Context: an optimization exercise on an open-source flow, tuned for small area. The choices shown serve that exercise and are no tape-out recipe. Only simulation tests tie the RTL to the original design; equivalence was not proved. No activity file was given, so power comes from the tool's default toggle rates.

the previous run:
// mix_core
module mix_core (
    input  wire        clk,
    input  wire        rst,
    output wire        mem_req,
    output wire        mem_we,
    output wire [11:0] mem_addr,
    output wire [30:0] mem_wdata,
    input  wire        mem_ack,
    input  wire [30:0] mem_rdata,
    output wire        halted,
    output wire [2:0]  fault_kind,
    output wire [13:0] fault_operand,
    output reg  [11:0] pc,
    output reg         ov,
    output wire [30:0] rA,
    output wire [30:0] rX,
    output wire [12:0] rI1,
    output wire [12:0] rI2,
    output wire [12:0] rI3,
    output wire [12:0] rI4,
    output wire [12:0] rI5,
    output wire [12:0] rI6
);
==> flow/config.mk <==
export PLATFORM = sky130hd
export DESIGN_NAME = mix_core
export DESIGN_NICKNAME = mix_core
export VERILOG_FILES = /design/flow/design.v
export SDC_FILE = /design/flow/constraint.sdc
export NUM_CORES = 4
export LEC_CHECK = 0
export ABC_AREA = 1
export CAP_MARGIN = 5
export CORE_MARGIN = 2
export CORE_UTILIZATION = 55
export PLACE_DENSITY = 0.7
export SLEW_MARGIN = 5
==> flow/constraint.sdc <==
create_clock -name core_clock -period 10.0 [get_ports {clk}]
set_input_delay 2.0000 -clock core_clock [delete_from_list [all_inputs] [get_ports {clk}]]
set_output_delay 2.0000 -clock core_clock [all_outputs]
set_load 0.01 [all_outputs]
standard.sh (not shown) runs the stock make flow with config.mk's settings and CLKGATE_MAP_FILE= SYNTH_SCRIPT=/design/flow/synth_recipe.tcl, a recipe that flattens the netlist after the stock synthesis.
==> flow/flow/run.sh <==
#!/bin/bash
# Standard layout, with three changes: the combinational logic of the
# standard synthesis re-mapped by ABC with an area script (registers kept
# as the standard synthesis made them; four seeds, the smallest kept), the
# smallest buffer on the ports, and a clock tree of small buffers.
set -euo pipefail
export BUFFER_PORTS_ARGS="-buffer_cell sky130_fd_sc_hd__buf_1"
export CTS_ARGS="-sink_clustering_enable -repair_clock_nets -dont_use_dummy_load -buf_list sky130_fd_sc_hd__clkbuf_4 -root_buf sky130_fd_sc_hd__clkbuf_8 -sink_clustering_buffer sky130_fd_sc_hd__clkbuf_4 -sink_clustering_size 9 -sink_clustering_max_diameter 45"
YOSYS=${YOSYS_EXE:-$(command -v yosys || echo "$FLOW_HOME/../tools/install/yosys/bin/yosys")}
R=orfs/results/$FLOW_PLATFORM/mix_core/base

bash standard.sh synth > standard_synth.log 2>&1
cp "$R/1_2_yosys.v" standard.v
cp "$FLOW_HOME/platforms/$FLOW_PLATFORM/lib/sky130_fd_sc_hd__tt_025C_1v80.lib" lib.lib
for s in 0 1 2 3; do
  sed "s/SEED/$s/" flow/remap.abc > remap_$s.abc
  sed "s#flow/remap.abc#remap_$s.abc#; s#remapped.v#remapped_$s.v#" flow/remap.ys > remap_$s.ys
  "$YOSYS" -s remap_$s.ys > remap_$s.log 2>&1 &
done
wait
# a re-mapped netlist much smaller than the standard one would mean lost logic
std=$(grep "Chip area" orfs/reports/$FLOW_PLATFORM/mix_core/base/synth_stat.txt | tail -1 | awk '{print $NF}')
best=""; besta=""
for s in 0 1 2 3; do
  a=$( (grep "Chip area" remap_$s.log || true) | tail -1 | awk '{print $NF}')
  echo "seed $s area $a" >> remap_pick.log
  if [[ -n "$a" ]] && awk "BEGIN{exit !($a > 0.8 * $std)}" && { [[ -z "$besta" ]] || awk "BEGIN{exit !($a < $besta)}"; }; then best=$s; besta=$a; fi
done
echo "picked seed $best area $besta" >> remap_pick.log
rm -f lib.lib
[[ -n "$best" ]] || { echo "no usable re-mapped netlist" >> remap_pick.log; exit 1; }
cp remapped_$best.v "$R/1_2_yosys.v"
bash standard.sh finish > standard_finish.log 2>&1
Other scripts of this flow, unchanged in this note and not shown: flow/flow/remap.abc, flow/flow/remap.ys
Edits applied to the flow inputs when going from the previous run to the current run:
--- a/flow/design.v
+++ b/flow/design.v
@@ -41,13 +41,13 @@
     reg [29:0] x_m;  reg x_s;
     reg [11:0] i1_m, i2_m, i3_m, i4_m, i5_m, i6_m;
     reg        i1_s, i2_s, i3_s, i4_s, i5_s, i6_s;
     reg [29:0] wb_m; reg wb_s;    
     reg [13:0] fo;                
     reg [11:0] ir;                
-    reg        f_a, f_b, f_c;     
+    reg        f_a, f_c;          
     assign rA  = {a_s, a_m};
     assign rX  = {x_s, x_m};
     assign rI1 = {i1_s, i1_m};
     assign rI2 = {i2_s, i2_m};
     assign rI3 = {i3_s, i3_m};
     assign rI4 = {i4_s, i4_m};
@@ -121,13 +121,13 @@
             3'd2: lt_e = lt4;
             3'd3: lt_e = lt3;
             3'd4: lt_e = lt2;
             default: lt_e = lt1;
         endcase
     end
-    wire [2:0] idx = s_ea ? wb_m[14:12] : dsel;
+    wire [2:0] idx = (s_ea | s_inc) ? wb_m[14:12] : dsel;
     reg  src_b, src_s;
     always @(*) begin
         case (idx)
             3'd0: begin src_b = a_m[0];  src_s = a_s;  end
             3'd1: begin src_b = i1_m[0]; src_s = i1_s; end
             3'd2: begin src_b = i2_m[0]; src_s = i2_s; end
@@ -139,13 +139,13 @@
         endcase
     end
     wire i_nz  = |wb_m[17:12];
     wire ea_ma = lt2 & wb_m[18];
     wire ea_mb = lt2 & i_nz & src_b;
     wire ea_a  = ea_ma ^ (wb_s & f_a);
-    wire ea_b  = ea_mb ^ (i_nz & src_s & f_b);
+    wire ea_b  = ea_mb ^ (i_nz & src_s);
     wire ea_s  = ea_a ^ ea_b ^ f_c;
     wire ea_c  = (ea_a & ea_b) | (f_c & (ea_a | ea_b));
     wire sa    = lz & a_s;
     wire sb    = (lz & wb_s) ^ is_sub;
     wire diff  = sa ^ sb;
     wire ad_a  = lt_e & a_m[0];
@@ -224,19 +224,17 @@
             end
         end
     end
     always @(posedge clk) begin
         if (chg) begin
             f_a <= 1'b0;
-            f_b <= 1'b0;
-            f_c <= s_read & r_diff;
+            f_c <= (s_read & r_diff) | (s_inc & i_nz & src_s);
         end else if (s_inc & lt2) begin
             f_c <= f_c | ~pc[0];
         end else if (s_ea) begin
             f_a <= f_a | ea_ma;
-            f_b <= f_b | ea_mb;
             f_c <= ea_c;
         end else if (adding) begin
             f_a <= f_a | ad_s;
             f_c <= ad_c;
         end else if (s_neg & lt5) begin
             f_c <= f_c | a_m[0];
## What came out
- Setup slack in the current run is smaller than in the previous run.
- Between the previous run and the current run, the difference in multi-input gate share of the layout cell area is negligible.
- Summary of the current run over the previous run: area growth from synthesis to final layout picked up an extra 0.16 points, number of stages on the worst hold path picked up an extra 2, post-DP HPWL picked up an extra 4.7%, fraction of power consumed by the clock network picked up an extra 2.8 points, maximum clock frequency lost 1.2%.
- The current run vs the previous run — detailed-route wire length per cell climbed slightly
- Changes observed in the current run relative to the previous run: proportion of final cell area spent on non-clock buffers saw little to no change, internal power of the cells saw a decrease.

[separate check: timing with driven ports]
In the flow no input, the clock included, has a driving cell. The finished layouts below were timed again as built, in two steps.
Step 1, drivers: a clkbuf_16 drives clk and a buf_2 each remaining input, both assumed.
Step 2 moves the port delays by t, midway between the first and last clock arrival at a register: inputs arrive t later, outputs are due t later. That takes back most of the time a late clock gives input paths.
Three values: ideal ports, drivers, drivers and shift; two values: the first two.
run	t (ns)	slack for setup (ns)	worst slew at a driven data input, ns	cell pins on the clock port's net
the previous run	0.557	5.601 / 5.560 / 5.902	0.05	1
the current run	0.558	5.545 / 5.505 / 5.587	0.05	1
After both steps every run listed still meets setup and hold.
